From an optimization exercise on the open Yosys and OpenROAD flow, aimed at small area, a short achievable clock period and few clock cycles per item; shortcuts taken in it are not production practice.
At most, simulation tests tie the RTL to the original design; equivalence was not proved.
Only the layout flow was run in run 6; the RTL was not checked for function there.
Power and IR drop assume default switching activity.

File: config.mk
export PLATFORM = sky130hd
export DESIGN_NAME = simpledes_core
export DESIGN_NICKNAME = simpledes_core
export VERILOG_FILES = /design/flow/design.v
export SDC_FILE = /design/flow/constraint.sdc
export NUM_CORES = 4
export LEC_CHECK = 0
export CAP_MARGIN = 20
export CORE_MARGIN = 2
export CORE_UTILIZATION = 40
export SETUP_SLACK_MARGIN = 1.5
export SLEW_MARGIN = 20
File: constraint.sdc
create_clock -name core_clock -period 4.5 [get_ports {clk}]
set_input_delay 0.9000 -clock core_clock [delete_from_list [all_inputs] [get_ports {clk}]]
set_output_delay 0.9000 -clock core_clock [all_outputs]
set_load 0.01 [all_outputs]
File: design.v
module simpledes_core (
    input  wire        clk,
    input  wire        rst,         
    input  wire [23:0] cmd,
    input  wire        cmd_valid,
    output wire        cmd_ready,
    output wire [11:0] dout,
    output wire [7:0]  status
);
    localparam [2:0] E_NONE    = 3'd0;
    localparam [2:0] E_ILLEGAL = 3'd1;
    localparam [2:0] E_RANGE   = 3'd2;
    localparam [2:0] E_NOKEY   = 3'd3;
    localparam [2:0] E_LOCKED  = 3'd4;
    function [7:0] expand;
        input [5:0] x;
        expand = {x[5], x[4], x[2], x[3], x[2], x[3], x[1], x[0]};
    endfunction
    function [2:0] sbox1;
        input [3:0] a;
        reg   [3:0] q0, q1, q2;
        begin
            q0 = {a[0] | a[1], ~(a[0] | a[1]), ~a[0], ~a[0]};
            q1 = {a[0], a[1], ~a[0], a[0]};
            q2 = {a[0] ^ a[1], a[0] ^ a[1], a[0] ^ a[1], ~(a[0] ^ a[1])};
            sbox1 = {q2[a[3:2]], q1[a[3:2]], q0[a[3:2]]};
        end
    endfunction
    function [2:0] sbox2;
        input [3:0] a;
        reg   [3:0] q0, q1, q2;
        begin
            q0 = {a[1] & ~a[0], a[0] | ~a[1], ~(a[0] & a[1]), a[0] & a[1]};
            q1 = {~a[1], a[0], a[1] | ~a[0], a[1] & ~a[0]};
            q2 = {~(a[0] ^ a[1]), ~(a[0] ^ a[1]), ~(a[0] | a[1]), a[1] | ~a[0]};
            sbox2 = {q2[a[3:2]], q1[a[3:2]], q0[a[3:2]]};
        end
    endfunction
    function [5:0] round_f;
        input [5:0] r;
        input [7:0] rk;
        reg   [7:0] x;
        begin
            x       = expand(r) ^ rk;
            round_f = {sbox1(x[7:4]), sbox2(x[3:0])};
        end
    endfunction
    function [5:0] sboxes;
        input [7:0] x;
        sboxes = {sbox1(x[7:4]), sbox2(x[3:0])};
    endfunction
    function [5:0] unexpand;
        input [7:0] x;
        input [7:0] k;
        unexpand = {x[7] ^ k[7], x[6] ^ k[6], x[4] ^ k[4], x[5] ^ k[5], x[1] ^ k[1], x[0] ^ k[0]};
    endfunction
    reg  [8:0]  key;
    reg         kv;
    reg         dv;
    reg  [2:0]  err;
    reg  [5:0]  hl, hr;
    reg  [8:0]  rot;
    reg  [4:0]  cur;
    reg         busy;
    wire        down = !cur[4];          
    wire [3:0]  op   = cmd[23:20];
    wire [3:0]  sr   = cmd[19:16];
    wire [3:0]  er   = cmd[15:12];
    wire [11:0] data = cmd[11:0];
    wire fields_zero = (sr == 4'd0) && (er == 4'd0);
    wire is_ldkey = (op == 4'h1) && fields_zero;
    wire is_enc   = (op == 4'h2) && fields_zero;
    wire is_dec   = (op == 4'h3) && fields_zero;
    wire is_proc  = (op == 4'h4);
    wire illegal  = !(is_ldkey || is_enc || is_dec || is_proc);
    reg [2:0] fault;
    always @(*) begin
        if (illegal)
            fault = E_ILLEGAL;
        else if (is_ldkey)
            fault = (data[11:9] != 3'd0) ? E_RANGE : (kv ? E_LOCKED : E_NONE);
        else if (is_proc && (sr == 4'd0 || er == 4'd0))
            fault = E_RANGE;
        else if (!kv)
            fault = E_NOKEY;
        else
            fault = E_NONE;
    end
    wire issue = cmd_valid && !busy;
    wire [8:0] rot_n  = down ? {rot[0], rot[8:1]} : {rot[7:0], rot[8]};
    wire [8:0] rot_nn = down ? {rot[1:0], rot[8:2]} : {rot[6:0], rot[8:7]};
    wire [5:0] st_r   = hl ^ sboxes(expand(hr) ^ rot[8:1]);      
    wire [7:0] in_k  = busy ? rot_n[8:1] : op[0] ? key[7:0] : key[8:1];
    wire [5:0] in_rr = busy ? st_r : data[5:0];
    wire [5:0] in_ll = busy ? hr : data[11:6];
    wire [5:0] in_r  = in_ll ^ sboxes(expand(in_rr) ^ in_k);
    wire       one   = (cur == 5'd1) || (cur == 5'h1f);          
    wire       two   = busy && !one;
    wire       sgl   = busy && one;
    wire [3:0] idx = {sr[3], sr[2], sr[1] | (op[1] & ~op[0]), sr[0] | (op[1] & op[0])};
    wire [8:0] b0  = {key[0], key[8:1]};
    wire [8:0] b1  = idx[0] ? {b0[7:0], b0[8]}   : b0;
    wire [8:0] b2  = idx[1] ? {b1[6:0], b1[8:7]} : b1;
    wire [8:0] b3  = idx[2] ? {b2[4:0], b2[8:5]} : b2;
    wire [8:0] b4  = idx[3] ? {b3[0], b3[8:1]}   : b3;
    wire go_c = issue && (err == E_NONE) && (fault == E_NONE) && !is_ldkey;
    always @(posedge clk) begin
        if (rst) begin
            busy <= 1'b0;
            kv   <= 1'b0;
            dv   <= 1'b0;
            err  <= E_NONE;
        end else if (busy) begin
            if (one || cur == 5'd2 || cur == 5'h1e) busy <= 1'b0;
        end else if (issue && err == E_NONE) begin
            if (fault != E_NONE) begin
                err <= fault;
            end else if (is_ldkey) begin
                key <= data[8:0];
                kv  <= 1'b1;
            end else begin
                dv <= 1'b1;
                if (!op[1]) busy <= (sr != er);       
            end
        end
    end
    wire       ld   = !busy && go_c;
    wire       hold = !busy && !go_c;
    wire [5:0] ld_l = op[1] ? data[5:0] : data[11:6];
    wire [5:0] ld_r = op[1] ? in_r : data[5:0];
    always @(posedge clk) begin
        hl  <= ({6{two}} & st_r)   | ({6{sgl}} & hr)    | ({6{ld}} & ld_l) | ({6{hold}} & hl);
        hr  <= ({6{two}} & in_r)   | ({6{sgl}} & st_r)  | ({6{ld}} & ld_r) | ({6{hold}} & hr);
        rot <= ({9{two}} & rot_nn) | ({9{sgl}} & rot_n) | ({9{ld}} & b4)   | ({9{hold}} & rot);
    end
    always @(posedge clk)
        cur <= (busy ? cur : {1'b0, sr}) + (busy ? {{3{down}}, 2'b10} : ~{1'b0, er} + 5'd1);
    assign cmd_ready = !busy;
    assign dout      = {st_r, hr};
    assign status    = {3'b000, err, dv, kv};
endmodule
File: flow/run.sh
#!/bin/bash
# Standard layout, with the port buffers made of a regular buffer cell instead of the
# delay cell buffer_ports picks by default.
set -euo pipefail
bash standard.sh "BUFFER_PORTS_ARGS=-buffer_cell sky130_fd_sc_hd__buf_1" finish > run_standard.log 2>&1
File: standard.sh
#!/bin/bash
# synth_recipe.tcl (not shown) runs the flow's synth.tcl, then flattens the netlist and writes it again
# the make line also repeats each setting of config.mk as NAME=value (left out here)
make -C /OpenROAD-flow-scripts/flow DESIGN_CONFIG=/design/flow/config.mk WORK_HOME=/design/flow/orfs CLKGATE_MAP_FILE= SYNTH_SCRIPT=/design/flow/synth_recipe.tcl "${@:-finish}"
==> results.py, run 1 <==
metrics = {
    "cts": {
        "clockBufferDepth": 2,
        "cts-buffers-inserted": 5,
        "hold_buffers": 0,
        "cts_tree": "done",
        "root_buffer": "clkbuf_8",
        "cts_sinks": 41,
        "insertion_delay_ns": 0.31,
        "htree_levels": 2,
        "path_clk_slew_ns": 0.09,
    },
    "place": {
        "hpwl_um": 7770,
        "placedCellCount": 559,
        "gp_congestion": 0.805,
        "port-buffer-count": 44,
        "pre_cts_slack_ns": 0.849,
    },
    "critical_path": {
        "arrival_ns": 2.05,
        "cp_max_fo": 7,
        "worstSetupStartpointType": "flop",
        "end_kind": "output pin",
        "required_ns": 3.60,
        "path_class": "flop to output pin",
    },
    "final_layout": {
        "n_fill_cell": 895,
        "regArea_um2": 927,
        "utilization_pct": 49.1,
        "antennaDiodeCount": 0,
        "final_nets": 484,
        "layout-drive-gt1-share_pct": 23.1,
        "area_growth_pct": 18.5,
        "final_cells": 579,
        "multi_input_area_um2": 2950,
    },
    "timing": {
        "tightest_slew_ns": 0.712,
        "setup_viol": 0,
        "fin_crit_sh_pct": 65.6,
        "maxSlewViolCount": 0,
        "timing.final.crit_period_ns": 2.95,
        "fmax_mhz": 339,
        "setup_tns_ns": 0,
        "rsz0062_at_grt": "true",
        "relSlewSlack_pct": 52.5,
        "fin_worst_skew_ns": 0.00877,
        "hold_viol": 0,
        "setup_ws_ns": 1.55,
    },
    "global_routing": {
        "antenna_found_initial": 0,
        "grt_remaining_overflow": 0,
        "grt_max_degree": 29,
        "grt_pass1_vias": 3207,
        "grt_pass1_wl_um": 16600,
        "grt_use_total_pct": 20.6,
    },
    "floorplan": {
        "core_um2": 9330,
        "num_rows": 35,
        "fp.dieW_um": 102,
        "die_area_um2": 10500,
        "pin_count": 48,
        "start_util_pct": 41.4,
        "fp.dieH_um": 102,
    },
    "yosys": {
        "synthTopCellsByArea": "dfxtp_1 17%, mux2i_1 14%, xnor2_1 7.9%",
        "avgSynthCellArea_um2": 9.55,
        "ys_ff_latch": 41,
        "synthArstFlopShare_pct": 0,
        "synth.most_common_cell": "mux2i_1",
        "synthDistinctLibCells": 70,
        "netlist_top_cells_count": "54 x mux2i_1, 35 x nand2_1, 35 x xnor2_1",
        "synthCells": 405,
        "synth_flop_cell": "dfxtp_1",
        "yosysWarnings": 1,
        "synth_edf_count": 9,
        "synth_area_um2": 3870,
        "synth_largest_area_cell": "dfxtp_1",
        "ys_seq_area_share_pct": 23.6,
        "synth_top_area_share_pct": 16.6,
    },
    "power": {
        "ir_worst_vdd_mv": 0.344,
        "power_uw": 1950,
        "p_per_area_nw_per_um2": 427,
        "p_leak_uw": 0.00180,
    },
    "run": {
        "drv_cap": 0,
    },
    "drt": {
        "dr.pass1.iters": 5,
        "drc": 0,
        "vias_per_cell": 5.60,
        "drt-initial-drc-count": 243,
        "vias": 3240,
        "routedWlPerCell_um": 18.2,
        "routed_wl_um": 10600,
        "ant_nets": 0,
    },
    "status": {
        "outcome": "complete, no violations",
    },
    "worst_hold_path": {
        "hold_path_class": "flop to flop",
    },
}
state kept, by name (all words and copies together), names as in the netlist:
signal / cells
hl: 6
kv: 1
cur: 5
err: 3
hr: 6
busy: 1
dv: 1
key: 9
rot: 9
logic make-up (layout without fill, tap and decap cells):
kind of cell             Yosys count  count (layout)  share of synthesized area (%)
multiplexers                      78              78                           25.1
flip-flops                        41              41                           23.6
AO/OA/AOI/OAI                     88              88                           16.7
buffers and inverters             37              80                           4.82
other                              1               3                         0.0970
adder cells (fa/ha/maj)            9               9                           3.07
XOR/XNOR                          60              60                           15.7
AND/OR/NAND/NOR                   91              91                           10.9
final timing paths:
path,startpoint,end,slack [ns],cells past startpoint
setup / recovery,hr[1],dout[7],1.55,5
hold / removal,dv,dv,0.49,2
setup reg to reg,rot[5],hr[3],1.67,12
hold reg to reg,dv,dv,0.49,2
power by group:
group | switching [uW] | internal (uW)
clock | 148 | 110
sequential | 109 | 438
combinational | 614 | 535
per-stage QoR:
stage | hold WS [ns] | cell area [um2]
final | 0.490 | 4580
after global routing | 0.540 | 4580
after CTS | 0.484 | 4460
after detailed placement | 0.461 | 4190
after global placement | 0.462 | 4190
after floorplan | 0.441 | 3970
cells in the final DEF, fill, tap and decap left out, types with 5 or more instances in the layout:
cell,n
o21ai_0,11
clkbuf_8,5
dfxtp_1,23
inv_1,6
a21oi_1,17
nor2_1,22
nand2_1,35
a22oi_1,8
buf_1,40
mux2_2,9
o21ai_1,9
xnor2_1,31
ha_1,6
dfxtp_2,7
mux2i_1,54
mux4_1,6
mux4_2,5
xor2_1,18
edfxtp_1,9
buf_4,15
routing by layer:
metal | track usage [%] | share of wire (%) | up-vias
li1 | - | - | 1562
met1 | 27.3 | 44 | 1578
met2 | 36.2 | 50 | 91
met3 | 2.26 | 5.2 | 9
met4 | 4.51 | 1.1 | 0
met5 | 0 | 0 | -
layout make-up:
| class | count | share of cell area [%] |
|---|---|---|
| multi-input combinational | 329 | 64.5 |
| sequential | 41 | 20.2 |
| timing repair buffer | 63 | 8.55 |
| tap | 129 | 3.52 |
| clock buffer | 6 | 1.58 |
| inverter | 9 | 1.28 |
| clock inverter | 2 | 0.328 |
worst max-delay path: stages (launching register included):
cell and delay, ns:
dfxtp_1 0.51, xnor2_2 0.20, maj3_2 0.33, mux2_4 0.31, xnor2_2 0.22, buf_1 0.18
timing repair:
item,4_1_cts,5_1_grt
setup buffers,6,5
setup endpoints to repair,31,26
gates resized for setup,22,24
pin swaps,5,6
cloned,1,0
Testbench counts, summed over its fixed seeds: cycles 2,417, items 1,600.
==> run 2, diff against run 1 <==
--- a/config.mk
+++ b/config.mk
@@ -10,3 +10,3 @@
 export CORE_UTILIZATION = 40
-export SETUP_SLACK_MARGIN = 1.5
+export SETUP_SLACK_MARGIN = 0.8
 export SLEW_MARGIN = 20
==> results.py, run 2 <==
metrics = {
    "status": {
        "outcome": "complete, no violations",
    },
    "floorplan": {
        "num_rows": 35,
        "fp.dieH_um": 102,
        "fp.dieW_um": 102,
        "die_area_um2": 10500,
        "pin_count": 48,
        "core_um2": 9330,
        "start_util_pct": 41.4,
    },
    "cts": {
        "cts-buffers-inserted": 5,
        "cts_sinks": 41,
        "htree_levels": 2,
        "clockBufferDepth": 2,
        "hold_buffers": 0,
        "root_buffer": "clkbuf_8",
        "cts_tree": "done",
        "cts_setup_buffers": 0,
        "insertion_delay_ns": 0.30,
        "path_clk_slew_ns": 0.09,
    },
    "drt": {
        "dr.pass1.iters": 4,
        "vias": 3147,
        "ant_nets": 0,
        "drt-initial-drc-count": 161,
        "drc": 0,
        "vias_per_cell": 5.54,
        "routedWlPerCell_um": 17.7,
        "routed_wl_um": 10100,
    },
    "critical_path": {
        "path_class": "input pin to flop",
        "arrival_ns": 3.51,
        "worstSetupStartpointType": "input pin",
        "cp_max_fo": 11,
        "r2r_slack_ns": 1.47,
        "required_ns": 4.70,
        "end_kind": "flop",
    },
    "yosys": {
        "synthArstFlopShare_pct": 0,
        "synthMuxAreaShare_pct": 25.1,
        "synth-xor-area-share_pct": 15.7,
        "synth_flop_cell": "dfxtp_1",
        "synth-simple-area-share_pct": 10.9,
        "ys_seq_area_share_pct": 23.6,
        "synth_edf_count": 9,
        "yosysWarnings": 1,
        "ys_ff_latch": 41,
        "netlist_top_cells_count": "54 x mux2i_1, 35 x nand2_1, 35 x xnor2_1",
        "synth-compound-area-share_pct": 16.7,
        "synthCells": 405,
        "synth_largest_area_cell": "dfxtp_1",
        "synth.most_common_cell": "mux2i_1",
        "avgSynthCellArea_um2": 9.55,
        "synth_adder_area_share_pct": 3.07,
        "synth_area_um2": 3870,
        "synth_top_family_by_area": "multiplexers",
        "synthTopCellsByArea": "dfxtp_1 17%, mux2i_1 14%, xnor2_1 7.9%",
        "synthDistinctLibCells": 70,
        "synth_top_area_share_pct": 16.6,
    },
    "run": {
        "drv_cap": 0,
    },
    "timing": {
        "relSlewSlack_pct": 51.1,
        "fin_crit_sh_pct": 73.5,
        "timing.final.crit_period_ns": 3.31,
        "hold_ws_ns": 0.498,
        "fin_worst_skew_ns": 0.0101,
        "setup_viol": 0,
        "maxSlewViolCount": 0,
        "hold_viol": 0,
        "rsz0062_at_grt": "false",
        "tightest_slew_ns": 0.733,
        "setup_ws_ns": 1.19,
        "fmax_mhz": 302,
        "setup_tns_ns": 0,
    },
    "global_routing": {
        "grt_pass1_vias": 3125,
        "grt_use_total_pct": 20.2,
        "grt_pass1_wl_um": 16200,
        "antenna_found_initial": 0,
        "grt_max_degree": 38,
        "grt_remaining_overflow": 0,
    },
    "final_layout": {
        "largest_registers": "key (9), rot (9)",
        "layout_commonest_cell": "mux2i_1",
        "layout-drive-gt1-share_pct": 13.7,
        "antennaDiodeCount": 0,
        "mostFrequentLayoutCells": "54 x mux2i_1, 44 x buf_1, 35 x nand2_1, 35 x xnor2_1, 31 x dfxtp_1",
        "final_nets": 473,
        "n_fill_cell": 946,
        "area_growth_pct": 9.64,
    },
    "place": {
        "gp_congestion": 0.839,
        "port-buffer-count": 44,
        "pre_cts_slack_ns": 0.714,
        "hpwl_um": 7580,
    },
    "power": {
        "p_leak_uw": 0.00168,
        "p_per_area_nw_per_um2": 453,
        "ir_worst_vdd_mv": 0.300,
    },
    "worst_hold_path": {
        "hold_path_class": "flop to flop",
    },
}
## run 2: cell counts after synthesis
No cell type changed its count.
## run 2: metal layers
layer  share of wire, %  GRT usage [%]  wire length [um]
met1                 45           27.2              4530
met2                 47           34.1              4700
met3                6.9           2.67               699
met4                1.4           5.95               138
met5                  0              0                 0
## run 2: area by class of cell
type | count | area [um2] | share of cell area, %
Inverter | 9 | 33.8 | 0.797
Timing Repair Buffer | 52 | 225 | 5.31
Tap cell | 129 | 161 | 3.81
Multi-Input combinational cell | 329 | 2780 | 65.6
Clock inverter | 1 | 5.00 | 0.118
Sequential cell | 41 | 912 | 21.5
Clock buffer | 7 | 119 | 2.80
## run 2: report_power, final
part | internal (uW) | total (uW) | switching, uW
registers | 435 | 540 | 105
logic | 483 | 1050 | 571
clock network | 176 | 324 | 148
## run 2: timing repair
item	in CTS	in global routing
resized for setup	0	1
endpoints found under the hold margin	0	0
setup endpoints to repair	0	7
## run 2: logic make-up after synthesis
kind of cell / count (synthesis)
AO/OA/AOI/OAI: 88
XOR/XNOR: 60
adder cells (fa/ha/maj): 9
buffers and inverters: 37
flip-flops: 41
multiplexers: 78
other: 1
AND/OR/NAND/NOR: 91
## run 2: path summary, 6_finish.rpt
kind         startpoint  endpoint  depth (start not counted)
max             cmd[20]    rot[4]                          8
min                  dv        dv                          2
max reg2reg      rot[5]     hr[1]                         11
min reg2reg          dv        dv                          2
## run 2: stage by stage
step / total power (uW) / cells / util (%) / cell area [um2]
floorplan: 1340 / 407 / - / 3870
global placement: 1590 / 560 / 44.1 / 4110
detailed placement: 1600 / 560 / 44.1 / 4110
CTS: 1930 / 568 / 45.4 / 4230
global route: 2040 / 568 / 45.4 / 4240
finish: 1920 / 568 / 45.4 / 4240
## run 2: worst max-delay path, cell delays in order
cell and delay [ns]:
buf_1 0.53, inv_1 0.15, a21oi_2 0.58, mux4_2 0.62, mux2_2 0.30, o21a_1 0.17
a22oi_1 0.19, nand2_1 0.07
==> run 3, diff against run 2 <==
--- a/config.mk
+++ b/config.mk
@@ -10,3 +10,3 @@
 export CORE_UTILIZATION = 40
-export SETUP_SLACK_MARGIN = 0.8
+export SETUP_SLACK_MARGIN = 1.1
 export SLEW_MARGIN = 20
==> results.py, run 3 <==
metrics = {
    "drt": {
        "ant_nets": 0,
        "drc": 0,
        "drt-initial-drc-count": 120,
        "dr.pass1.iters": 5,
        "routedWlPerCell_um": 17.4,
        "routed_wl_um": 9840,
        "vias_per_cell": 5.55,
        "vias": 3143,
    },
    "power": {
        "seq_power_share_pct": 27.8,
        "clockPowerShare_pct": 17.9,
        "switching_share_pct": 42.3,
        "switching_power_uw": 819,
        "p_per_area_nw_per_um2": 456,
        "p_leak_uw": 0.00167,
        "power_uw": 1940,
        "p_int_uw": 1120,
        "p_comb_share_pct": 54.3,
        "ir_worst_vdd_mv": 0.323,
    },
    "floorplan": {
        "start_util_pct": 41.4,
        "core_um2": 9330,
        "pin_count": 48,
        "num_rows": 35,
        "fp.dieW_um": 102,
        "fp.dieH_um": 102,
        "die_area_um2": 10500,
    },
    "yosys": {
        "avgSynthCellArea_um2": 9.55,
        "synth_edf_count": 9,
        "yosysWarnings": 1,
        "ys_ff_latch": 41,
        "synthCells": 405,
        "synthTopCellsByArea": "dfxtp_1 17%, mux2i_1 14%, xnor2_1 7.9%",
        "netlist_top_cells_count": "54 x mux2i_1, 35 x nand2_1, 35 x xnor2_1",
        "synth_top_area_share_pct": 16.6,
        "synthArstFlopShare_pct": 0,
        "synth_area_um2": 3870,
        "synthDistinctLibCells": 70,
        "ys_seq_area_share_pct": 23.6,
        "synth.most_common_cell": "mux2i_1",
        "synth_largest_area_cell": "dfxtp_1",
        "synth_flop_cell": "dfxtp_1",
    },
    "final_layout": {
        "antennaDiodeCount": 0,
        "fin_area_um2": 4240,
        "n_fill_cell": 918,
        "final_nets": 471,
        "mostFrequentLayoutCells": "54 x mux2i_1, 43 x buf_1, 35 x nand2_1, 35 x xnor2_1, 31 x dfxtp_1",
        "layout_commonest_cell": "mux2i_1",
        "largest_registers": "key (9), rot (9)",
        "area_growth_pct": 9.74,
        "layout-drive-gt1-share_pct": 14.0,
    },
    "global_routing": {
        "grt_use_total_pct": 19.8,
        "grt_pass1_vias": 2923,
        "grt_use_met2_pct": 32.7,
        "antenna_found_initial": 0,
        "grt_pass1_wl_um": 15800,
        "busiest_layer": "met2",
        "use_met1_pct": 27.0,
        "grt_max_degree": 48,
        "grt_remaining_overflow": 0,
        "use_met3_pct": 3.28,
    },
    "worst_hold_path": {
        "min_path_cells": 2,
        "hold_path_class": "flop to flop",
    },
    "critical_path": {
        "cp_num_buf_inv": 1,
        "required_ns": 3.60,
        "cp.depth": 5,
        "worstSetupStartpointType": "flop",
        "slowest_delay_ns": 0.55,
        "path_class": "flop to output pin",
        "rr_worst_depth": 11,
        "end_kind": "output pin",
        "crit_family": "XOR/XNOR gates",
        "cp_slowest_cell": "dfxtp_1",
        "r2r_slack_ns": 1.49,
        "cp_cell_sequence": "xor2_1 > maj3_2 > mux2_4 > xnor2_1 > buf_1",
        "cp_max_fo": 8,
        "arrival_ns": 2.30,
    },
    "cts": {
        "cts_setup_buffers": 0,
        "path_clk_slew_ns": 0.10,
        "cts_tree": "done",
        "clockBufferDepth": 2,
        "cts_sinks": 41,
        "cts-buffers-inserted": 5,
        "insertion_delay_ns": 0.31,
        "root_buffer": "clkbuf_8",
        "htree_levels": 2,
    },
    "timing": {
        "hold_viol": 0,
        "relSlewSlack_pct": 49.2,
        "timing.final.crit_period_ns": 3.20,
        "rsz0062_at_grt": "false",
        "tightest_slew_ns": 0.762,
        "setup_viol": 0,
        "fmax_mhz": 313,
        "hold_ws_ns": 0.495,
        "setup_ws_ns": 1.30,
        "fin_crit_sh_pct": 71.0,
        "setup_tns_ns": 0,
        "maxSlewViolCount": 0,
        "fin_worst_skew_ns": 0.0152,
    },
    "place": {
        "hpwl_um": 7560,
        "gp_congestion": 0.864,
        "pre_cts_slack_ns": 0.728,
        "placed_area_um2": 4100,
        "port-buffer-count": 44,
    },
    "run": {
        "drv_cap": 0,
    },
    "status": {
        "outcome": "complete, no violations",
    },
}
run 3: cell counts after synthesis:
Identical to the previous run, type by type.
run 3: layout make-up:
cell class | count | area, um2 | share of cell area, %
Multi-Input combinational cell | 329 | 2800 | 65.9
Sequential cell | 41 | 912 | 21.5
Timing Repair Buffer | 50 | 211 | 4.98
Tap cell | 129 | 161 | 3.80
Clock buffer | 6 | 93.8 | 2.21
Clock inverter | 2 | 35.0 | 0.826
Inverter | 9 | 33.8 | 0.796
run 3: cell families after synthesis:
family	share of synthesized area, %
other cells	0.0970
compound gates	16.7
xor+xnor	15.7
simple gates	10.9
fa+ha+maj	3.07
mux	25.1
flops	23.6
buf+inv	4.82
run 3: final timing paths:
kind           from  endpoint
max          rot[1]   dout[7]
min              dv        dv
max reg2reg  cur[4]     hr[3]
min reg2reg      dv        dv
run 3: per-stage QoR:
step / utilization, % / instances
floorplan: - / 407
global placement: 43.9 / 558
detailed placement: 43.9 / 558
CTS: 45.4 / 566
global route: 45.5 / 566
finish: 45.5 / 566
run 3: metal layers:
| metal | up-vias | part of all wire, % |
|---|---|---|
| li1 | 1544 | - |
| met5 | - | 0 |
| met4 | 0 | 1.2 |
| met2 | 82 | 47 |
| met1 | 1506 | 47 |
| met3 | 11 | 4.3 |
run 3: what timing repair did:
| item | in CTS | in global routing |
|---|---|---|
| hold endpoints to repair | 0 | 0 |
| pin swaps | 0 | 0 |
| endpoints found under the setup margin | 7 | 19 |
| gates resized for setup | 1 | 3 |
| hold buffers | 0 | 0 |
| cloned | 0 | 0 |
run 3: worst reg2reg max path, delay by kind of cell, from the launching register on:
family | cells | cell delay [ns]
multiplexers | 2 | 0.49
AND/OR/NAND/NOR | 1 | 0.42
adder cells (fa/ha/maj) | 1 | 0.25
XOR/XNOR | 3 | 0.43
AO/OA/AOI/OAI | 3 | 0.36
buffers and inverters | 1 | 0.32
flip-flops | 1 | 0.62
run 3: power groups by stage:
stage	clock, uW	combinational (uW)	sequential [uW]
6_report	346	1050	538
3_5_place_dp	0	1050	547
4_1_cts	351	1060	538
5_1_grt	366	1150	550
2_1_floorplan	0	819	522
3_3_place_gp	0	1040	543
==> run 4, diff against run 3 <==
--- a/config.mk
+++ b/config.mk
@@ -10,3 +10,3 @@
 export CORE_UTILIZATION = 40
-export SETUP_SLACK_MARGIN = 1.1
+export SETUP_SLACK_MARGIN = 1.4
 export SLEW_MARGIN = 20
==> results.py, run 4 <==
metrics = {
    "drt": {
        "ant_nets": 0,
        "top_layer_used": "met4",
        "drc": 0,
        "wl_met2_um": 4890,
        "vias_per_cell": 5.60,
        "met3_length_um": 434,
        "dr.pass1.iters": 4,
        "routed_wl_um": 10400,
        "vias": 3213,
        "routedWlPerCell_um": 18.1,
        "drt-initial-drc-count": 148,
        "wl_met1_um": 4850,
    },
    "timing": {
        "fin_worst_skew_ns": 0.0116,
        "timing.final.crit_period_ns": 3.04,
        "maxSlewViolCount": 0,
        "setup_viol": 0,
        "hold_viol": 0,
        "fmax_mhz": 329,
        "setup_ws_ns": 1.46,
        "setup_tns_ns": 0,
        "relSlewSlack_pct": 54.8,
        "fin_crit_sh_pct": 67.6,
        "tightest_slew_ns": 0.678,
        "rsz0062_at_grt": "true",
    },
    "power": {
        "ir_worst_vdd_mv": 0.348,
        "power_uw": 1960,
        "p_leak_uw": 0.00176,
        "p_per_area_nw_per_um2": 440,
    },
    "worst_hold_path": {
        "hold_path_end": "dv",
        "hold_path_class": "flop to flop",
        "min_path_cells": 2,
        "hold_start": "dv",
    },
    "critical_path": {
        "cp_max_fo": 9,
        "required_ns": 4.52,
        "r2r_end": "hr[3]",
        "arrival_ns": 3.06,
        "worstSetupStartpointType": "input pin",
        "r2r_slack_ns": 1.65,
        "end_kind": "flop",
        "rr_worst_depth": 10,
        "path_class": "input pin to flop",
        "r2r_start": "cur[4]",
    },
    "floorplan": {
        "core_um2": 9330,
        "start_util_pct": 41.4,
        "die_area_um2": 10500,
        "num_rows": 35,
        "pin_count": 48,
        "fp.dieH_um": 102,
        "fp.dieW_um": 102,
    },
    "yosys": {
        "synth_area_um2": 3870,
        "synth_largest_area_cell": "dfxtp_1",
        "ys_seq_area_share_pct": 23.6,
        "synthCells": 405,
        "yosysWarnings": 1,
        "synthDistinctLibCells": 70,
        "avgSynthCellArea_um2": 9.55,
        "synth_edf_count": 9,
        "synthTopCellsByArea": "dfxtp_1 17%, mux2i_1 14%, xnor2_1 7.9%",
        "synth_top_area_share_pct": 16.6,
        "synth.most_common_cell": "mux2i_1",
        "synth_flop_cell": "dfxtp_1",
        "ys_ff_latch": 41,
        "netlist_top_cells_count": "54 x mux2i_1, 35 x nand2_1, 35 x xnor2_1",
        "synthArstFlopShare_pct": 0,
    },
    "cts": {
        "path_clk_slew_ns": 0.10,
        "hold_buffers": 0,
        "root_buffer": "clkbuf_8",
        "clockBufferDepth": 2,
        "cts_sinks": 41,
        "cts_tree": "done",
        "cts-buffers-inserted": 5,
        "insertion_delay_ns": 0.31,
        "htree_levels": 2,
    },
    "final_layout": {
        "antennaDiodeCount": 0,
        "largest_registers": "key (9), rot (9)",
        "utilization_pct": 47.6,
        "mostFrequentLayoutCells": "54 x mux2i_1, 40 x buf_1, 35 x nand2_1",
        "layout_commonest_cell": "mux2i_1",
        "final_cells": 574,
        "n_fill_cell": 892,
        "final_nets": 479,
        "layout-drive-gt1-share_pct": 20.7,
        "regArea_um2": 921,
        "multi_input_area_um2": 2880,
        "area_growth_pct": 15.0,
    },
    "global_routing": {
        "grt_pass1_wl_um": 16100,
        "grt_use_total_pct": 20.0,
        "grt_remaining_overflow": 0,
        "antenna_found_initial": 0,
        "grt_max_degree": 48,
        "grt_pass1_vias": 3118,
    },
    "place": {
        "pre_cts_slack_ns": 0.705,
        "port-buffer-count": 44,
        "gp_congestion": 0.856,
        "hpwl_um": 7740,
        "placedCellCount": 558,
    },
    "status": {
        "outcome": "complete, no violations",
    },
    "run": {
        "drv_cap": 0,
    },
}
-- run 4: cell counts after synthesis --
No cell type changed its count.
-- run 4: worst max path at each step --
| stage | slack (ns) | startpoint | to | cells past startpoint |
|---|---|---|---|---|
| floorplan | 1.41 | cmd[12] | hr[3] | 12 |
| global placement | 0.80 | cmd[20] | hr[3] | 9 |
| detailed placement | 0.71 | cmd[20] | hr[3] | 9 |
| CTS | 1.34 | rot[5] | dout[9] | 6 |
| global route | 1.38 | cmd[12] | hr[5] | 11 |
| finish | 1.46 | cmd[12] | key[5] | 10 |
-- run 4: routing by layer --
metal	GRT usage, %	vias to the layer above
met4	6.15	0
met5	0	-
met3	2.53	13
met2	33.9	94
met1	26.6	1546
li1	-	1560
-- run 4: kinds of logic (layout without fill, tap and decap cells) --
family	Yosys count	after routing	share of synthesized area (%)
AO/OA/AOI/OAI	88	88	16.7
XOR/XNOR	60	60	15.7
adder cells (fa/ha/maj)	9	9	3.07
buffers and inverters	37	75	4.82
flip-flops	41	41	23.6
multiplexers	78	78	25.1
other	1	3	0.0970
AND/OR/NAND/NOR	91	91	10.9
-- run 4: area by class of cell --
cell class | instances | area share, %
clock buffers | 7 | 2.67
inverters | 9 | 0.760
well taps | 129 | 3.63
multi-input cells | 329 | 64.9
clock inverters | 1 | 0.197
repair buffers | 58 | 7.12
flip-flops and latches | 41 | 20.7
-- run 4: power breakdown --
group          total [uW]  switching, uW  internal (uW)
registers             550            114            437
clock network         331            152            179
logic                1080            575            501
total                1960            840           1120
-- run 4: timing repair --
item | CTS | global route
gates cloned | 0 | 1
setup buffers | 0 | 7
resized for setup | 7 | 29
setup endpoints to repair | 26 | 27
pin swaps | 0 | 5
-- run 4: critical path: stages --
cell	delay [ns]
clkbuf_2	0.11
inv_2	0.06
ha_2	0.18
or3b_4	0.39
or2_2	0.29
o41ai_2	0.31
and2_4	0.23
nand3_1	0.15
nor3_4	0.27
buf_12	0.15
-- run 4: through the flow --
stage | cell area [um2] | hold WS (ns)
after floorplan | 3890 | 0.441
after global placement | 4110 | 0.460
after detailed placement | 4110 | 0.472
after CTS | 4260 | 0.495
after global routing | 4440 | 0.508
final | 4440 | 0.499
==> run 5, diff against run 4 <==
--- a/config.mk
+++ b/config.mk
@@ -10,3 +10,3 @@
 export CORE_UTILIZATION = 40
-export SETUP_SLACK_MARGIN = 1.4
+export SETUP_SLACK_MARGIN = 1.2
 export SLEW_MARGIN = 20
==> results.py, run 5 <==
metrics = {
    "critical_path": {
        "cp_max_fo": 6,
        "crit_family": "XOR/XNOR gates",
        "end_kind": "output pin",
        "slowest_delay_ns": 0.52,
        "path_class": "flop to output pin",
        "cp_cell_sequence": "xnor2_1 > maj3_2 > mux2_4 > xnor2_1 > buf_1",
        "arrival_ns": 2.30,
        "cp_num_buf_inv": 1,
        "crit_top_cell": "xnor2_1",
        "worstSetupStartpointType": "flop",
        "cp_slowest_cell": "dfxtp_1",
        "required_ns": 3.60,
    },
    "place": {
        "port-buffer-count": 44,
        "gp_congestion": 0.864,
        "placed_area_um2": 4100,
        "placedCellCount": 558,
        "hpwl_um": 7560,
    },
    "final_layout": {
        "largest_registers": "key (9), rot (9)",
        "regArea_um2": 912,
        "area_growth_pct": 9.94,
        "layout_commonest_cell": "mux2i_1",
        "mostFrequentLayoutCells": "54 x mux2i_1, 43 x buf_1, 35 x nand2_1",
        "fin_area_um2": 4250,
        "n_fill_cell": 918,
        "final_nets": 471,
        "antennaDiodeCount": 0,
        "layout-drive-gt1-share_pct": 14.2,
        "final_cells": 566,
        "multi_input_area_um2": 2800,
    },
    "power": {
        "p_leak_uw": 0.00167,
        "ir_worst_vdd_mv": 0.335,
        "p_per_area_nw_per_um2": 457,
        "seq_power_share_pct": 27.7,
        "clockPowerShare_pct": 17.9,
        "p_int_uw": 1120,
        "switching_share_pct": 42.4,
        "p_comb_share_pct": 54.4,
        "switching_power_uw": 823,
    },
    "cts": {
        "insertion_delay_ns": 0.31,
        "root_buffer": "clkbuf_8",
        "cts_tree": "done",
        "cts_setup_buffers": 0,
        "path_clk_slew_ns": 0.10,
        "clockBufferDepth": 2,
        "htree_levels": 2,
        "hold_buffers": 0,
        "cts_sinks": 41,
        "cts-buffers-inserted": 5,
    },
    "yosys": {
        "synth_largest_area_cell": "dfxtp_1",
        "netlist_top_cells_count": "54 x mux2i_1, 35 x nand2_1, 35 x xnor2_1",
        "avgSynthCellArea_um2": 9.55,
        "synth.most_common_cell": "mux2i_1",
        "synthArstFlopShare_pct": 0,
        "synthDistinctLibCells": 70,
        "synth_edf_count": 9,
        "synth_area_um2": 3870,
        "synthCells": 405,
        "yosysWarnings": 1,
        "synth_flop_cell": "dfxtp_1",
        "synthTopCellsByArea": "dfxtp_1 17%, mux2i_1 14%, xnor2_1 7.9%",
        "ys_ff_latch": 41,
        "ys_seq_area_share_pct": 23.6,
        "synth_top_area_share_pct": 16.6,
    },
    "drt": {
        "dr.pass1.iters": 5,
        "ant_nets": 0,
        "drt-initial-drc-count": 135,
        "drc": 0,
        "vias_per_cell": 5.58,
        "routedWlPerCell_um": 17.4,
        "vias": 3159,
        "routed_wl_um": 9850,
    },
    "timing": {
        "fin_worst_skew_ns": 0.0152,
        "timing.final.crit_period_ns": 3.20,
        "tightest_slew_ns": 0.763,
        "hold_viol": 0,
        "relSlewSlack_pct": 49.1,
        "fmax_mhz": 312,
        "maxSlewViolCount": 0,
        "hold_ws_ns": 0.495,
        "fin_crit_sh_pct": 71.1,
        "rsz0062_at_grt": "true",
        "setup_viol": 0,
        "setup_tns_ns": 0,
    },
    "floorplan": {
        "die_area_um2": 10500,
        "core_um2": 9330,
        "num_rows": 35,
        "pin_count": 48,
        "fp.dieH_um": 102,
        "start_util_pct": 41.4,
        "fp.dieW_um": 102,
    },
    "global_routing": {
        "grt_remaining_overflow": 0,
        "grt_max_degree": 48,
        "grt_pass1_vias": 2936,
        "grt_use_total_pct": 19.8,
        "grt_pass1_wl_um": 15800,
        "antenna_found_initial": 0,
    },
    "status": {
        "outcome": "complete, no violations",
    },
    "worst_hold_path": {
        "hold_path_class": "flop to flop",
    },
    "run": {
        "drv_cap": 0,
    },
}
==> run 5: cell types whose count changed in the layout (fill, tap and decap cells not counted), sizes merged <==
cell    change
clkbuf      -4
buf         -5
bufinv      +1
clkinv      +1
inv         -1
==> run 5: cell families (layout without fill, tap and decap cells) <==
family / count (synthesis) / in the layout / synth area share (%)
AND/OR/NAND/NOR: 91 / 91 / 10.9
flip-flops: 41 / 41 / 23.6
adder cells (fa/ha/maj): 9 / 9 / 3.07
XOR/XNOR: 60 / 60 / 15.7
AO/OA/AOI/OAI: 88 / 88 / 16.7
multiplexers: 78 / 78 / 25.1
buffers and inverters: 37 / 67 / 4.82
other: 1 / 3 / 0.0970
==> run 5: path summary, 6_finish.rpt <==
check / endpoint / slack (ns) / startpoint / depth (start not counted)
worst min-delay path: dv / 0.50 / dv / 2
worst max-delay path: dout[7] / 1.30 / hr[3] / 5
worst min register to register: dv / 0.50 / dv / 2
worst max register to register: hr[3] / 1.50 / cur[4] / 11
==> run 5: tightest hold or removal path, delay by kind of cell (launching register included) <==
family,cells,cell delay (ns)
DFF,1,0.35
and+or+nand+nor,2,0.12
==> run 5: per-layer routing <==
layer / vias up / global-route usage [%] / part of all wire (%) / routed length [um]
met2: 93 / 32.6 / 47 / 4620
met3: 13 / 3.28 / 4.4 / 433
met1: 1514 / 27.0 / 47 / 4660
li1: 1539 / - / - / -
met4: 0 / 5.33 / 1.4 / 138
met5: - / 0 / 0 / 0
==> run 5: final cells by class <==
| class | count | share of cell area (%) |
|---|---|---|
| flip-flops and latches | 41 | 21.5 |
| clock buffers | 6 | 2.21 |
| multi-input cells | 329 | 65.9 |
| clock inverters | 2 | 0.824 |
| well taps | 129 | 3.80 |
| repair buffers | 50 | 4.97 |
| inverters | 9 | 0.795 |
==> run 5: power groups by stage <==
stage               sequential (uW)  combinational (uW)  clock [uW]
floorplan                       522                 819           0
global placement                543                1040           0
detailed placement              547                1050           0
CTS                             538                1060         351
global route                    551                1150         366
finish                          538                1060         347
==> run 5: what timing repair did <==
item                                    4_1_cts  5_1_grt
resized for setup                             2        4
pin swaps                                     0        0
endpoints found under the setup margin        9       25
==> run 5: per-stage QoR <==
stage / utilization, % / power (uW) / worst slack, ns
2_1_floorplan: - / 1340 / 1.36
3_3_place_gp: 43.9 / 1580 / 0.862
3_5_place_dp: 43.9 / 1600 / 0.728
4_1_cts: 45.4 / 1950 / 1.21
5_1_grt: 45.6 / 2070 / 1.17
6_report: 45.6 / 1940 / 1.30
==> run 6, diff against run 5 <==
--- a/design.v
+++ b/design.v
@@ -118,3 +118,2 @@
             end else if (is_ldkey) begin
-                key <= data[8:0];
                 kv  <= 1'b1;
@@ -136,2 +135,4 @@
     always @(posedge clk)
+        if (!kv) key <= data[8:0];
+    always @(posedge clk)
         cur <= (busy ? cur : {1'b0, sr}) + (busy ? {{3{down}}, 2'b10} : ~{1'b0, er} + 5'd1);
--- a/config.mk
+++ b/config.mk
@@ -10,3 +10,3 @@
 export CORE_UTILIZATION = 40
-export SETUP_SLACK_MARGIN = 1.2
+export SETUP_SLACK_MARGIN = 1.3
 export SLEW_MARGIN = 20
==> results.py, run 6 <==
metrics = {
    "cts": {
        "insertion_delay_ns": 0.30,
        "path_clk_slew_ns": 0.09,
        "cts_sinks": 41,
        "htree_levels": 2,
        "hold_buffers": 0,
        "root_buffer": "clkbuf_8",
        "clockBufferDepth": 2,
        "cts-buffers-inserted": 5,
        "cts_tree": "done",
    },
    "floorplan": {
        "fp.dieH_um": 103,
        "num_rows": 35,
        "fp.dieW_um": 103,
        "start_util_pct": 41.7,
        "pin_count": 48,
        "core_um2": 9330,
        "die_area_um2": 10500,
    },
    "final_layout": {
        "layout_commonest_cell": "mux2i_1",
        "largest_registers": "key (9), rot (9)",
        "layout-drive-gt1-share_pct": 16.5,
        "n_fill_cell": 892,
        "antennaDiodeCount": 0,
        "final_nets": 483,
        "mostFrequentLayoutCells": "66 x mux2i_1, 43 x buf_1, 26 x dfxtp_1",
        "utilization_pct": 46.9,
        "area_growth_pct": 12.5,
        "final_cells": 578,
    },
    "critical_path": {
        "arrival_ns": 3.29,
        "r2r_start": "busy",
        "cp_max_fo": 23,
        "end_kind": "flop",
        "path_class": "input pin to flop",
        "r2r_end": "hr[1]",
        "required_ns": 4.71,
        "worstSetupStartpointType": "input pin",
        "rr_worst_depth": 8,
        "r2r_slack_ns": 1.55,
    },
    "timing": {
        "timing.final.crit_period_ns": 3.08,
        "hold_viol": 0,
        "relSlewSlack_pct": 37.6,
        "fin_worst_skew_ns": 0.00877,
        "tightest_slew_ns": 0.937,
        "setup_tns_ns": 0,
        "rsz0062_at_grt": "false",
        "fin_crit_sh_pct": 68.3,
        "setup_viol": 0,
        "maxSlewViolCount": 0,
        "fmax_mhz": 325,
    },
    "worst_hold_path": {
        "hold_start": "dv",
        "min_path_cells": 2,
        "hold_path_class": "flop to flop",
        "hold_path_end": "dv",
    },
    "place": {
        "placedCellCount": 564,
        "hpwl_um": 7900,
        "port-buffer-count": 44,
        "gp_congestion": 0.869,
    },
    "global_routing": {
        "grt_use_total_pct": 20.7,
        "grt_max_degree": 31,
        "antenna_found_initial": 0,
        "grt_remaining_overflow": 0,
        "grt_pass1_vias": 3140,
        "grt_pass1_wl_um": 16700,
    },
    "yosys": {
        "ys_seq_area_share_pct": 23.4,
        "synth_edf_count": 9,
        "synth_largest_area_cell": "mux2i_1",
        "synth_area_um2": 3890,
        "synthArstFlopShare_pct": 0,
        "synth_top_area_share_pct": 17.0,
        "yosysWarnings": 1,
        "synth_flop_cell": "dfxtp_1",
        "synthDistinctLibCells": 63,
        "netlist_top_cells_count": "66 x mux2i_1, 32 x dfxtp_1, 25 x nor2_1, 25 x xor2_1, 24 x xnor2_1",
        "ys_ff_latch": 41,
        "avgSynthCellArea_um2": 9.46,
        "synthTopCellsByArea": "mux2i_1 17%, dfxtp_1 16%, edfxtp_1 7.0%",
        "synthCells": 411,
        "synth.most_common_cell": "mux2i_1",
    },
    "drt": {
        "vias": 3393,
        "drt-initial-drc-count": 173,
        "ant_nets": 0,
        "routed_wl_um": 10700,
        "dr.pass1.iters": 5,
        "drc": 0,
        "vias_per_cell": 5.87,
        "routedWlPerCell_um": 18.5,
    },
    "run": {
        "drv_cap": 0,
    },
    "power": {
        "power_uw": 1920,
        "p_per_area_nw_per_um2": 440,
        "p_leak_uw": 0.00177,
        "ir_worst_vdd_mv": 0.381,
    },
    "status": {
        "outcome": "complete, no violations",
    },
}
## run 6: critical path, stage by stage
cell	delay, ns
buf_1	0.27
or4_1	0.66
nor3_4	0.18
mux2_1	0.18
nor3b_4	0.26
nand3_1	0.15
buf_8	0.22
nor2_4	0.14
buf_4	0.16
a221oi_1	0.07
o21ai_1	0.09
## run 6: power by group
part,internal (uW),switching [uW],total [uW],leakage [uW]
Sequential,439,118,557,0.000362
Combinational,489,595,1080,0.00136
Clock,143,141,284,0.0000534
Total,1070,854,1920,0.00177
## run 6: metrics by stage
step           area (um2)  hold slack [ns]  setup slack [ns]
6_report             4370            0.480              1.42
3_3_place_gp         4140            0.449             0.875
5_1_grt              4370            0.505              1.25
4_1_cts              4260            0.465              1.33
3_5_place_dp         4140            0.452             0.695
2_1_floorplan        3890            0.420              1.36
## run 6: worst max path at each step
stage	from	to	slack [ns]	depth (start not counted)
global route	cmd[19]	hr[3]	1.25	11
detailed placement	cmd[12]	busy	0.70	12
floorplan	cmd[12]	hr[4]	1.36	10
CTS	hr[2]	dout[9]	1.33	6
global placement	cmd[12]	busy	0.88	12
finish	cmd[19]	hr[2]	1.42	11
## run 6: per-layer routing
layer / track usage [%] / routed length [um] / up-vias / share of wire [%]
li1: - / - / 1600 / -
met1: 29.0 / 5020 / 1689 / 47
met2: 34.1 / 5070 / 96 / 47
met3: 2.64 / 525 / 8 / 4.9
met4: 4.41 / 98 / 0 / 0.91
met5: 0 / 0 / - / 0
## run 6: logic make-up after synthesis
group	Yosys count	share of synthesized area, %
flip-flops	41	23.4
AO/OA/AOI/OAI	80	14.6
adder cells (fa/ha/maj)	9	3.03
multiplexers	94	28.3
XOR/XNOR	56	14.3
other	1	0.0965
buffers and inverters	42	4.73
AND/OR/NAND/NOR	88	11.5
## run 6: area by class of cell
cell class	count	area (um2)	area share [%]
Inverter	13	48.8	1.12
Clock inverter	1	5.00	0.114
Clock buffer	7	97.6	2.23
Timing Repair Buffer	57	275	6.30
Multi-Input combinational cell	330	2870	65.5
Tap cell	129	161	3.69
Sequential cell	41	918	21.0
## run 6: timing repair
item                       4_1_cts  5_1_grt
setup endpoints to repair        8       15
gates resized for setup          5       15
buffers inserted                 0        6
pin swaps                        0        2
==> run 7, diff against run 6 <==
--- a/design.v
+++ b/design.v
@@ -118,2 +118,3 @@
             end else if (is_ldkey) begin
+                key <= data[8:0];
                 kv  <= 1'b1;
@@ -135,4 +136,2 @@
     always @(posedge clk)
-        if (!kv) key <= data[8:0];
-    always @(posedge clk)
         cur <= (busy ? cur : {1'b0, sr}) + (busy ? {{3{down}}, 2'b10} : ~{1'b0, er} + 5'd1);
--- a/config.mk
+++ b/config.mk
@@ -10,2 +10,3 @@
 export CORE_UTILIZATION = 40
+export GPL_ROUTABILITY_DRIVEN = 0
 export SETUP_SLACK_MARGIN = 1.3
==> results.py, run 7 <==
metrics = {
    "cts": {
        "cts_sinks": 41,
        "cts_tree": "done",
        "root_buffer": "clkbuf_8",
        "htree_levels": 2,
        "cts-buffers-inserted": 5,
        "clockBufferDepth": 2,
        "path_clk_slew_ns": 0.09,
        "insertion_delay_ns": 0.31,
    },
    "yosys": {
        "ys_seq_area_share_pct": 23.6,
        "synth_flop_cell": "dfxtp_1",
        "synth_area_um2": 3870,
        "synthDistinctLibCells": 70,
        "synth_edf_count": 9,
        "ys_ff_latch": 41,
        "synth_top_area_share_pct": 16.6,
        "synthCells": 405,
        "synth_largest_area_cell": "dfxtp_1",
        "netlist_top_cells_count": "54 x mux2i_1, 35 x nand2_1, 35 x xnor2_1",
        "synth.most_common_cell": "mux2i_1",
        "synthTopCellsByArea": "dfxtp_1 17%, mux2i_1 14%, xnor2_1 7.9%",
        "synthArstFlopShare_pct": 0,
        "avgSynthCellArea_um2": 9.55,
        "yosysWarnings": 1,
    },
    "final_layout": {
        "area_growth_pct": 10.5,
        "n_fill_cell": 911,
        "largest_registers": "key (9), rot (9)",
        "antennaDiodeCount": 0,
        "fin_area_um2": 4270,
        "mostFrequentLayoutCells": "54 x mux2i_1, 42 x buf_1, 35 x nand2_1",
        "layout_commonest_cell": "mux2i_1",
        "multi_input_area_um2": 2820,
        "regArea_um2": 913,
        "final_nets": 471,
        "layout-drive-gt1-share_pct": 15.3,
    },
    "power": {
        "p_per_area_nw_per_um2": 457,
        "ir_worst_vdd_mv": 0.336,
        "power_uw": 1950,
        "p_leak_uw": 0.00169,
    },
    "global_routing": {
        "grt_pass1_wl_um": 15800,
        "grt_pass1_vias": 2936,
        "grt_use_total_pct": 19.8,
        "antenna_found_initial": 0,
        "grt_remaining_overflow": 0,
        "grt_max_degree": 48,
    },
    "drt": {
        "ant_nets": 0,
        "routedWlPerCell_um": 17.4,
        "routed_wl_um": 9870,
        "vias_per_cell": 5.56,
        "drc": 0,
        "vias": 3147,
        "drt-initial-drc-count": 149,
        "dr.pass1.iters": 5,
    },
    "floorplan": {
        "core_um2": 9330,
        "die_area_um2": 10500,
        "fp.dieH_um": 102,
        "start_util_pct": 41.4,
        "num_rows": 35,
        "fp.dieW_um": 102,
        "pin_count": 48,
    },
    "critical_path": {
        "path_class": "input pin to flop",
        "arrival_ns": 3.27,
        "required_ns": 4.68,
        "cp_max_fo": 12,
        "end_kind": "flop",
        "worstSetupStartpointType": "input pin",
    },
    "place": {
        "port-buffer-count": 44,
        "placed_area_um2": 4100,
        "hpwl_um": 7560,
    },
    "worst_hold_path": {
        "hold_path_class": "flop to flop",
    },
    "status": {
        "outcome": "complete, no violations",
    },
    "timing": {
        "timing.final.crit_period_ns": 3.09,
        "tightest_slew_ns": 0.769,
        "fin_crit_sh_pct": 68.6,
        "maxSlewViolCount": 0,
        "fmax_mhz": 324,
        "rsz0062_at_grt": "false",
        "relSlewSlack_pct": 48.6,
        "fin_worst_skew_ns": 0.0146,
        "setup_tns_ns": 0,
        "hold_viol": 0,
        "setup_viol": 0,
    },
    "run": {
        "drv_cap": 0,
    },
}
run 7: cell types whose count changed after synthesis, sizes merged, moves of 6 or more:
cell,before,now
nand2,17,35
mux2i,67,55
xnor2,27,37
a21oi,15,23
nand3,10,3
mux2,18,12
o221ai,6,0
xor2,27,21
run 7: per-layer routing:
metal  routed length (um)  up-vias  track usage (%)
met3                  367       13             3.28
li1                     -     1543                -
met5                    0        -                0
met4                  138        0             5.33
met1                 4730     1508             27.0
met2                 4630       83             32.6
run 7: what timing repair did:
action | CTS | global route
pin swaps | 0 | 0
hold buffers | 0 | 0
resized for setup | 5 | 8
gates cloned | 0 | 0
setup endpoints to repair | 24 | 19
buffers inserted | 0 | 0
run 7: kinds of logic after synthesis:
family / synth area share [%]
AND/OR/NAND/NOR: 10.9
AO/OA/AOI/OAI: 16.7
multiplexers: 25.1
XOR/XNOR: 15.7
flip-flops: 23.6
buffers and inverters: 4.82
adder cells (fa/ha/maj): 3.07
other: 0.0970
run 7: power by group:
part           internal (uW)  switching (uW)  leakage [uW]
sequential               435             105      0.000346
combinational            493             572       0.00127
clock                    198             149     0.0000663
run 7: worst paths after layout:
| check | start | endpoint | slack, ns | cells after the start |
|---|---|---|---|---|
| worst max-delay path | cmd[12] | hr[5] | 1.41 | 11 |
| worst min-delay path | dv | dv | 0.50 | 2 |
| worst max register to register | cur[4] | hr[3] | 1.51 | 11 |
| worst min register to register | dv | dv | 0.50 | 2 |
run 7: worst max-delay path, stage by stage:
cell and delay, ns:
buf_1 0.11, inv_1 0.10, ha_1 0.18, or3b_4 0.41
or2_2 0.29, o41ai_2 0.25, and2_4 0.22, and3_4 0.25
nor2_2 0.12, a221oi_1 0.35, o21ai_1 0.10
run 7: stage by stage:
stage                     cells  hold WS (ns)  setup WS, ns  utilization (%)
after global placement      558         0.463         0.862             43.9
final                       566         0.497          1.41             45.8
after CTS                   566         0.492          1.32             45.5
after global routing        566         0.536          1.29             45.8
after floorplan             407         0.441          1.36                -
after detailed placement    558         0.469         0.728             43.9
run 7: final cells by class:
class | instances | share of cell area (%)
clock inverter | 2 | 0.820
clock buffer | 6 | 2.20
timing repair buffer | 50 | 5.07
sequential | 41 | 21.4
multi-input combinational | 329 | 66.0
tap | 129 | 3.78
inverter | 9 | 0.791
Testbench counts of run 7, summed over its fixed seeds: cycles 2,417, items 1,600.
==> run 8, diff against run 7 <==
--- a/config.mk
+++ b/config.mk
@@ -10,3 +10,3 @@
 export CORE_UTILIZATION = 40
-export GPL_ROUTABILITY_DRIVEN = 0
+export CTS_BUF_LIST = sky130_fd_sc_hd__clkbuf_4 sky130_fd_sc_hd__clkbuf_8
 export SETUP_SLACK_MARGIN = 1.3
==> results.py, run 8 <==
metrics = {
    "status": {
        "outcome": "complete, no violations",
    },
    "floorplan": {
        "pin_count": 48,
        "num_rows": 35,
        "fp.dieW_um": 102,
        "die_area_um2": 10500,
        "core_um2": 9330,
        "fp.dieH_um": 102,
        "start_util_pct": 41.4,
    },
    "run": {
        "drv_cap": 0,
    },
    "cts": {
        "root_buffer": "clkbuf_8",
        "path_clk_slew_ns": 0.10,
        "clockBufferDepth": 2,
        "cts-buffers-inserted": 5,
        "cts_sinks": 41,
        "cts_tree": "done",
        "insertion_delay_ns": 0.31,
        "hold_buffers": 0,
        "cts_setup_buffers": 0,
        "htree_levels": 2,
    },
    "critical_path": {
        "cp_max_fo": 12,
        "r2r_slack_ns": 1.52,
        "worstSetupStartpointType": "input pin",
        "path_class": "input pin to flop",
        "end_kind": "flop",
        "required_ns": 4.68,
        "arrival_ns": 3.27,
    },
    "yosys": {
        "synth_area_um2": 3870,
        "synthCells": 405,
        "synthDistinctLibCells": 70,
        "synthTopCellsByArea": "dfxtp_1 17%, mux2i_1 14%, xnor2_1 7.9%",
        "avgSynthCellArea_um2": 9.55,
        "synth_top_area_share_pct": 16.6,
        "synth_flop_cell": "dfxtp_1",
        "ys_ff_latch": 41,
        "synth.most_common_cell": "mux2i_1",
        "yosysWarnings": 1,
        "synth_largest_area_cell": "dfxtp_1",
        "synthArstFlopShare_pct": 0,
        "netlist_top_cells_count": "54 x mux2i_1, 35 x nand2_1, 35 x xnor2_1",
        "ys_seq_area_share_pct": 23.6,
        "synth_edf_count": 9,
    },
    "final_layout": {
        "area_growth_pct": 10.6,
        "layout-drive-gt1-share_pct": 15.3,
        "antennaDiodeCount": 0,
        "n_fill_cell": 910,
        "final_nets": 471,
        "final_cells": 566,
        "multi_input_area_um2": 2820,
        "layout_commonest_cell": "mux2i_1",
        "largest_registers": "key (9), rot (9)",
        "mostFrequentLayoutCells": "54 x mux2i_1, 42 x buf_1, 35 x nand2_1",
        "utilization_pct": 45.9,
        "regArea_um2": 913,
    },
    "drt": {
        "vias": 3137,
        "routedWlPerCell_um": 17.5,
        "dr.pass1.iters": 5,
        "routed_wl_um": 9910,
        "vias_per_cell": 5.54,
        "drt-initial-drc-count": 154,
        "ant_nets": 0,
        "drc": 0,
    },
    "timing": {
        "fin_worst_skew_ns": 0.0159,
        "fin_crit_sh_pct": 68.7,
        "hold_viol": 0,
        "fmax_mhz": 323,
        "maxSlewViolCount": 0,
        "setup_ws_ns": 1.41,
        "tightest_slew_ns": 0.766,
        "rsz0062_at_grt": "false",
        "setup_tns_ns": 0,
        "setup_viol": 0,
        "relSlewSlack_pct": 48.9,
        "timing.final.crit_period_ns": 3.09,
    },
    "power": {
        "ir_worst_vdd_mv": 0.337,
        "p_leak_uw": 0.00169,
        "p_per_area_nw_per_um2": 461,
    },
    "global_routing": {
        "grt_use_total_pct": 19.8,
        "grt_pass1_vias": 2937,
        "grt_pass1_wl_um": 15800,
        "antenna_found_initial": 0,
        "grt_remaining_overflow": 0,
        "grt_max_degree": 48,
    },
    "place": {
        "gp_congestion": 0.864,
        "hpwl_um": 7560,
        "placedCellCount": 558,
        "port-buffer-count": 44,
        "pre_cts_slack_ns": 0.728,
    },
    "worst_hold_path": {
        "hold_path_class": "flop to flop",
    },
}
-- run 8: cell counts after synthesis --
Identical to the previous run, type by type.
-- run 8: kinds of logic (layout without fill, tap and decap cells) --
| logic type | after synthesis | in the layout | synth area share, % |
|---|---|---|---|
| compound gates | 88 | 88 | 16.7 |
| xor+xnor | 60 | 60 | 15.7 |
| fa+ha+maj | 9 | 9 | 3.07 |
| buf+inv | 37 | 67 | 4.82 |
| flops | 41 | 41 | 23.6 |
| mux | 78 | 78 | 25.1 |
| other cells | 1 | 3 | 0.0970 |
| simple gates | 91 | 91 | 10.9 |
-- run 8: cell type report --
type / count / area share, %
Timing Repair Buffer: 50 / 5.06
Tap cell: 129 / 3.77
Multi-Input combinational cell: 329 / 65.9
Clock inverter: 3 / 1.52
Sequential cell: 41 / 21.4
Clock buffer: 5 / 1.61
Inverter: 9 / 0.790
-- run 8: worst max-delay path, cell delays in order --
cell and delay [ns]:
buf_1 0.11, inv_1 0.10, ha_1 0.18, or3b_4 0.41
or2_2 0.29, o41ai_2 0.25, and2_4 0.22, and3_4 0.25
nor2_2 0.12, a221oi_1 0.35, o21ai_1 0.10
-- run 8: per-layer routing --
metal	vias up	global-route usage, %	wire (um)
met5	-	0	0
met4	0	5.33	138
met3	13	3.28	413
met2	86	32.6	4610
met1	1497	27.0	4750
li1	1541	-	-
-- run 8: what timing repair did --
action / 4_1_cts / 5_1_grt
cloned: 0 / 0
resized for setup: 5 / 8
pin swaps: 0 / 0
setup endpoints to repair: 24 / 19
-- run 8: power by group --
part / switching [uW] / total [uW] / leakage, uW / internal, uW
combinational: 573 / 1070 / 0.00127 / 493
sequential: 105 / 540 / 0.000346 / 435
clock: 148 / 369 / 0.0000681 / 221
-- run 8: stage by stage --
step | hold WS (ns) | cell area (um2) | power (uW)
2_1_floorplan | 0.441 | 3880 | 1340
3_3_place_gp | 0.463 | 4100 | 1580
3_5_place_dp | 0.469 | 4100 | 1600
4_1_cts | 0.492 | 4250 | 1970
5_1_grt | 0.536 | 4280 | 2100
6_report | 0.497 | 4280 | 1970
-- run 8: worst paths after layout --
check,cells after the start,from,endpoint
worst min register to register,2,dv,dv
worst min-delay path,2,dv,dv
worst max register to register,11,cur[4],hr[3]
worst max-delay path,11,cmd[12],hr[5]
==> run 9, diff against run 8 <==
--- a/config.mk
+++ b/config.mk
@@ -10,3 +10,2 @@
 export CORE_UTILIZATION = 40
-export CTS_BUF_LIST = sky130_fd_sc_hd__clkbuf_4 sky130_fd_sc_hd__clkbuf_8
 export SETUP_SLACK_MARGIN = 1.3
==> results.py, run 9 <==
metrics = {
    "status": {
        "outcome": "complete, no violations",
    },
    "cts": {
        "cts_sinks": 41,
        "path_clk_slew_ns": 0.09,
        "root_buffer": "clkbuf_8",
        "cts-buffers-inserted": 5,
        "cts_setup_buffers": 0,
        "insertion_delay_ns": 0.31,
        "htree_levels": 2,
        "cts_tree": "done",
        "clockBufferDepth": 2,
        "hold_buffers": 0,
    },
    "critical_path": {
        "slowest_delay_ns": 0.41,
        "rr_worst_depth": 11,
        "arrival_ns": 3.27,
        "cp_slowest_cell": "or3b_4",
        "cp_cell_sequence": "buf_1 > inv_1 > ha_1 > or3b_4 > or2_2 > o41ai_2 > and2_4 > and3_4 > nor2_2 > a221oi_1 > o21ai_1",
        "worstSetupStartpointType": "input pin",
        "cp_max_fo": 12,
        "end_kind": "flop",
        "required_ns": 4.68,
        "path_class": "input pin to flop",
    },
    "yosys": {
        "synthArstFlopShare_pct": 0,
        "synth_largest_area_cell": "dfxtp_1",
        "netlist_top_cells_count": "54 x mux2i_1, 35 x nand2_1, 35 x xnor2_1",
        "synth.most_common_cell": "mux2i_1",
        "synth_top_area_share_pct": 16.6,
        "synth_area_um2": 3870,
        "synth_flop_cell": "dfxtp_1",
        "synthDistinctLibCells": 70,
        "synthTopCellsByArea": "dfxtp_1 17%, mux2i_1 14%, xnor2_1 7.9%",
        "yosysWarnings": 1,
        "ys_seq_area_share_pct": 23.6,
        "avgSynthCellArea_um2": 9.55,
        "ys_ff_latch": 41,
        "synth_edf_count": 9,
        "synthCells": 405,
    },
    "drt": {
        "vias_per_cell": 5.56,
        "drc": 0,
        "dr.pass1.iters": 5,
        "routedWlPerCell_um": 17.4,
        "vias": 3147,
        "drt-initial-drc-count": 149,
        "routed_wl_um": 9870,
        "ant_nets": 0,
    },
    "power": {
        "power_uw": 1950,
        "p_leak_uw": 0.00169,
        "ir_worst_vdd_mv": 0.336,
        "p_per_area_nw_per_um2": 457,
    },
    "timing": {
        "hold_viol": 0,
        "fin_crit_sh_pct": 68.6,
        "rsz0062_at_grt": "false",
        "setup_tns_ns": 0,
        "tightest_slew_ns": 0.769,
        "timing.final.crit_period_ns": 3.09,
        "maxSlewViolCount": 0,
        "setup_viol": 0,
        "relSlewSlack_pct": 48.6,
        "fin_worst_skew_ns": 0.0146,
        "fmax_mhz": 324,
    },
    "place": {
        "port-buffer-count": 44,
        "gp_congestion": 0.864,
        "hpwl_um": 7560,
        "placed_area_um2": 4100,
    },
    "floorplan": {
        "num_rows": 35,
        "core_um2": 9330,
        "die_area_um2": 10500,
        "pin_count": 48,
        "fp.dieW_um": 102,
        "start_util_pct": 41.4,
        "fp.dieH_um": 102,
    },
    "worst_hold_path": {
        "hold_path_class": "flop to flop",
        "min_path_cells": 2,
    },
    "final_layout": {
        "fin_area_um2": 4270,
        "largest_registers": "key (9), rot (9)",
        "antennaDiodeCount": 0,
        "final_nets": 471,
        "area_growth_pct": 10.5,
        "layout-drive-gt1-share_pct": 15.3,
        "utilization_pct": 45.8,
        "layout_commonest_cell": "mux2i_1",
        "mostFrequentLayoutCells": "54 x mux2i_1, 42 x buf_1, 35 x nand2_1",
    },
    "run": {
        "drv_cap": 0,
    },
    "global_routing": {
        "antenna_found_initial": 0,
        "grt_max_degree": 48,
        "grt_pass1_vias": 2936,
        "grt_use_total_pct": 19.8,
        "grt_pass1_wl_um": 15800,
        "grt_remaining_overflow": 0,
    },
}
## run 9: changes by cell type in the layout (fill, tap and decap cells not counted), sizes merged
cell	before	now
bufinv	2	1
clkbuf	6	7
## run 9: timing repair
| item | 4_1_cts | 5_1_grt |
|---|---|---|
| gates resized for setup | 5 | 8 |
| setup endpoints to repair | 24 | 19 |
| hold endpoints to repair | 0 | 0 |
## run 9: through the flow
stage / hold WS (ns) / instances / setup slack (ns)
finish: 0.497 / 566 / 1.41
global route: 0.536 / 566 / 1.29
CTS: 0.492 / 566 / 1.32
detailed placement: 0.469 / 558 / 0.728
global placement: 0.463 / 558 / 0.862
floorplan: 0.441 / 407 / 1.36
## run 9: layout make-up
| cell class | instances | area [um2] |
|---|---|---|
| Inverter | 9 | 33.8 |
| Clock buffer | 6 | 93.8 |
| Clock inverter | 2 | 35.0 |
| Sequential cell | 41 | 913 |
| Multi-Input combinational cell | 329 | 2820 |
| Tap cell | 129 | 161 |
| Timing Repair Buffer | 50 | 216 |
| Fill cell | 911 | 5050 |
## run 9: per-layer routing
metal | GRT usage (%) | vias to the layer above | routed length (um)
met5 | 0 | - | 0
met4 | 5.33 | 0 | 138
met3 | 3.28 | 13 | 367
met2 | 32.6 | 83 | 4630
met1 | 27.0 | 1508 | 4730
li1 | - | 1543 | -
## run 9: cell families (layout without fill, tap and decap cells)
logic type,Yosys count,after routing,share of synthesized area [%]
xor+xnor,60,60,15.7
mux,78,78,25.1
other cells,1,3,0.0970
flops,41,41,23.6
buf+inv,37,67,4.82
simple gates,91,91,10.9
fa+ha+maj,9,9,3.07
compound gates,88,88,16.7
## run 9: path summary, 6_finish.rpt
kind	from	end	slack, ns
min	dv	dv	0.50
min reg2reg	dv	dv	0.50
max reg2reg	cur[4]	hr[3]	1.51
max	cmd[12]	hr[5]	1.41
## run 9: power by group
group          switching (uW)  internal [uW]  leakage (uW)
Combinational             572            493       0.00127
Clock                     149            198     0.0000663
Sequential                105            435      0.000346
## run 9: critical path, delay by kind of cell
| kind | cells | cell delay [ns] |
|---|---|---|
| AOI/OAI and AO/OA | 3 | 0.70 |
| adders and majority gates | 1 | 0.18 |
| buffers and inverters | 2 | 0.21 |
| and+or+nand+nor | 5 | 1.29 |

what the ideal ports hide:
No port has a modelled driver above. Below, the same layouts with a new extraction and two added sets of constraints.
Step 1: set_driving_cell puts a clkbuf_16 on clk and a buf_2 on each other input, an assumption about the parent block.
Step 2 moves the port delays by t, midway between the first and last clock arrival at a register: inputs arrive t later, outputs are due t later. That takes back most of the time a late clock gives input paths.
Three values: ideal, step 1, step 2; two values: the first two.
run | t, ns | setup WS [ns] | latest minus earliest clock arrival (ns) | slew at the worst register clock pin (ns)
run 1 | 0.335 | 1.548 / 1.517 / 1.240 | 0.009 / 0.009 | 0.09 / 0.09
run 2 | 0.331 | 1.194 / 1.199 / 0.869 | 0.011 / 0.011 | 0.09 / 0.09
run 3 | 0.340 | 1.304 / 1.272 / 0.982 | 0.015 / 0.016 | 0.10 / 0.10
run 4 | 0.333 | 1.460 / 1.472 / 1.139 | 0.012 / 0.012 | 0.10 / 0.10
run 5 | 0.340 | 1.300 / 1.267 / 0.983 | 0.015 / 0.016 | 0.10 / 0.10
run 6 | 0.327 | 1.425 / 1.421 / 1.110 | 0.009 / 0.009 | 0.09 / 0.09
run 7 | 0.340 | 1.413 / 1.398 / 1.085 | 0.015 / 0.014 | 0.09 / 0.09
run 8 | 0.339 | 1.408 / 1.410 / 1.081 | 0.016 / 0.016 | 0.10 / 0.10
run 9 | 0.340 | 1.413 / 1.398 / 1.085 | 0.015 / 0.014 | 0.09 / 0.09
After both steps setup and hold are still met in every run listed.
